What follows belongs to an exercise in optimizing a design on an open flow for small area, a short achievable clock period and few clock cycles; a production flow would make more cautious choices. RTL that was checked went through simulation tests only; none was proved equivalent to the original. Power figures rest on the tool's default switching activity, not on a simulated workload.

== red ==
## piu
module piu (
    input  wire        clk,
    input  wire        rst,
    input  wire        req_valid,
    input  wire        req_write,
    input  wire [2:0]  req_addr,
    input  wire [31:0] req_wdata,
    output wire        req_ready,
    output reg         rsp_valid,
    output reg  [31:0] rsp_data,
    output wire        mem_en,
    output wire [10:0] mem_addr,
    input  wire [63:0] mem_rdata
);
export LEC_CHECK = 0
export ABC_AREA = 1
export CAP_MARGIN = 20
export CORE_MARGIN = 2
export CORE_UTILIZATION = 40
export GPL_TIMING_DRIVEN = 1
export SETUP_SLACK_MARGIN = 5
export SLEW_MARGIN = 20
export TNS_END_PERCENT = 100
create_clock -name core_clock -period 10.0 [get_ports {clk}]
standard.sh (not shown) runs the stock make flow with config.mk's settings and CLKGATE_MAP_FILE= SYNTH_SCRIPT=/design/flow/synth_recipe.tcl, a recipe that flattens the netlist after the stock synthesis.
==> flow/flow/run.sh <==
#!/bin/bash
# The standard layout (standard.sh, unchanged steps and settings), with
# the port buffers made from sky130_fd_sc_hd__buf_2 instead of the delay
# cells buffer_ports picks by default. Every port still gets its buffer.
set -euo pipefail
sed -E 's/^(make .*) "\$\{@:-finish\}"$/\1 "BUFFER_PORTS_ARGS=-buffer_cell sky130_fd_sc_hd__buf_2" "${@:-finish}"/' standard.sh > standard_ports.sh
grep -q 'BUFFER_PORTS_ARGS' standard_ports.sh
bash standard_ports.sh > standard.log 2>&1
Testbench counts of red, summed over its fixed seeds: cycles 14,160.
Input-level comparison between blue and red:
--- a/flow/design.v
+++ b/flow/design.v
@@ -147,24 +147,41 @@
         end
     endfunction
     wire        acc   = req_valid & req_ready;
     wire        wr    = acc & req_write;
     wire        cmdw  = wr & (req_addr == A_CMD);
     wire [3:0]  op    = req_wdata[31:28];
     wire        fmt_c = (op == 4'h4) | (op == 4'h5) | (op == 4'h8) | (op == 4'h9);
     wire        hi_nz = |req_wdata[27:12];
     wire        lo_nz = |req_wdata[11:0];
     wire        ill   = (op == 4'hB) | (op == 4'hE) | (op == 4'hF) | hi_nz | (~fmt_c & lo_nz);
     wire        go    = cmdw & ~ill;
     wire [11:0] lin_bs  = req_wdata[11:0];
+    wire [6:0]  bw1 = {1'b0, wb};
+    wire [6:0]  bw3 = {1'b0, wb} + {wb, 1'b0};
+    function [6:0] dmul;
+        input [1:0] dg;
+        input [6:0] m1, m3;
+        begin
+            case (dg)
+                2'd0: dmul = 7'd0;
+                2'd1: dmul = m1;
+                2'd2: dmul = {m1[5:0], 1'b0};
+                default: dmul = m3;
+            endcase
+        end
+    endfunction
+    wire [10:0] bio_pos = {dmul(req_wdata[11:10], bw1, bw3), 4'd0} +
+                          {2'd0, dmul(req_wdata[7:6], bw1, bw3), 2'd0} +
+                          {4'd0, dmul(req_wdata[3:2], bw1, bw3)};
     wire [5:0]  lin_bio = {req_wdata[11:10], req_wdata[7:6], req_wdata[3:2]};
     wire        plen_z    = (plen == 32'd0);
     wire        dlen_z    = (dlen == 12'd0);
     wire        wpad_bad  = (width == 6'd0) | (width > 6'd32);
     wire        wspan_bad = (width > 6'd32);
     wire        idx_big   = |idx[31:17];
     wire        idx_hmbig = (|idx[31:14]) | (idx[13] & idx[12] & idx[11]);    
     wire        getok     = ~plen_z & ~dlen_z;
     wire [2:0]  ps_bs = pshift(wbs);
     wire [2:0]  ps_w  = pshift(width);
     reg  [6:0] fpw;
     always @(*) begin
@@ -262,25 +279,25 @@
         if (s[S_SRD])  ns = strunc ? (1 << S_IDLE) : (1 << S_DATA);
         if (s[S_HRD])  ns = 1 << S_HSC;
         if (s[S_HSC])  ns = hsc_done ? (hml ? (1 << S_FIN) : (1 << S_HPRD)) : (1 << S_HRD);
         if (s[S_HPRD]) ns = hm_out ? (1 << S_IDLE) : (1 << S_DATA);
         if (s[S_DATA]) ns = xw ? (1 << S_DAT2) : ((chk | hm) ? (1 << S_FIN) : (1 << S_IDLE));
         if (s[S_DAT2]) ns = chk ? (1 << S_FIN) : (1 << S_IDLE);
         if (s[S_FIN])  ns = 1 << S_IDLE;
         if (go) begin
             case (op)
             4'h6: ns = (wpad_bad | idx_big) ? (1 << S_IDLE) : (ps_w != 3'd0) ? (1 << S_PRD) : (1 << S_DIV);
             4'h7: ns = (wspan_bad | (idx_big & (width != 6'd0))) ? (1 << S_IDLE) : (1 << S_SMUL);
             4'h8: ns = ~getok ? (1 << S_IDLE) : (ps_bs != 3'd0) ? (1 << S_PRD) : (1 << S_DIV);
-            4'h9: ns = ~getok ? (1 << S_IDLE) : (1 << S_SMUL);
+            4'h9: ns = ~getok ? (1 << S_IDLE) : (1 << S_SRD);
             4'hA: ns = 1 << S_FIN;
             4'hC: ns = (~genfull | dlen_z | idx_hmbig) ? (1 << S_IDLE) : (1 << S_HRD);
             4'hD: ns = ~genfull ? (1 << S_IDLE) : dlen_z ? (1 << S_FIN) : (1 << S_HRD);
             default: ;
             endcase
         end
     end
     wire rdy_n = (ns[S_IDLE] | ns[S_FIN] |
                   (ns[S_DATA] & ~chk & ~hm & ~(s[S_SRD] & scross)) |
                   (ns[S_DAT2] & ~chk)) & ~(wr & (req_addr == A_PLEN));
     wire op_clr = go & (op == 4'h1);
     always @(posedge clk) begin
@@ -369,25 +386,26 @@
             top   <= 3'd0;
             ma    <= dlen_z ? 11'd0 : dlm1[10:0];
             if (op == 4'h8) begin
                 if (ps_bs != 3'd0) begin
                     dq  <= {6'd0, lin_bs >> ps_bs};
                     rem <= {2'd0, lin_bs[3:0] & ~(4'hF << ps_bs)};
                 end else begin
                     dq  <= {lin_bs, 6'd0};
                     rem <= 6'd0;
                 end
                 dcnt <= 4'd3;
             end else if (op == 4'h9) begin
-                rem  <= lin_bio;
+                dq   <= {13'd0, bio_pos[10:6]};
+                sh   <= bio_pos[5:0];
             end else if (op == 4'hC) begin
                 dq   <= {idx[13:0], 4'd0};
                 rem  <= 6'd0;
                 dcnt <= 4'd2;
             end else if (op == 4'h7) begin
                 rem  <= idx[5:0];
             end else if (ps_w != 3'd0) begin
                 dq   <= {1'b0, idx[16:0] >> ps_w};
                 rem  <= {2'd0, idx[3:0] & ~(4'hF << ps_w)};
             end else if (idx[16:12] == 5'd0) begin
                 dq   <= {idx[11:0], 6'd0};
                 rem  <= 6'd0;
Findings:
blue finished all stages; the layout is clean. Compared to red, blue leaves less free space in the core. [blue vs red] global-route met3 utilization: lower in blue. blue against red: first-pass GRT wire length shows an increase of 7.6 mm, worst-skew pair later-pin latency shows an increase of 0.02 ns. Relative to red, non-clock buffer total of the final layout increased by about 8% in blue. In the reports for blue and red, the larger synthesized area belongs to blue. The total length of routed met3 wires number comes out higher for blue vs red. Delta (blue minus red): global-route usage rose 0.26 points; reg-to-reg setup timing slack fell 0.04 ns; total power moved up; via count normalized by instance count went up by about 1.2%; area of the die now larger. blue vs red, time the worst path needs with I/O delays and setup went up by 0.033 ns.
The RTL of blue was laid out without a check of its function.

==> what the ideal ports hide <==
How much do the figures lean on ideal ports? The routed layouts below were timed once more, with nothing changed but the port constraints. Step 1, drivers: a clkbuf_16 drives clk and a buf_2 each remaining input, both assumed. Step 2, shift: input delay + t, output delay - t, t = (earliest + latest rising clock arrival at the registers) / 2. This alone moves slack from input paths to output paths. Three values: ideal ports, drivers, drivers and shift; two values: the first two.
run	t (ns)	setup slack, ns	clock arrival spread, ns	worst slew at a driven data input, ns	cell pins on the clock port's net
red	0.623	5.114 / 5.053 / 4.657	0.011 / 0.011	0.04	1
blue	0.637	5.080 / 5.024 / 4.554	0.028 / 0.028	0.12	1
After both steps every run listed still meets setup and hold. For blue, which loses most, drivers alone change the setup slack by -0.056 ns; drivers and shift together by -0.526 ns.
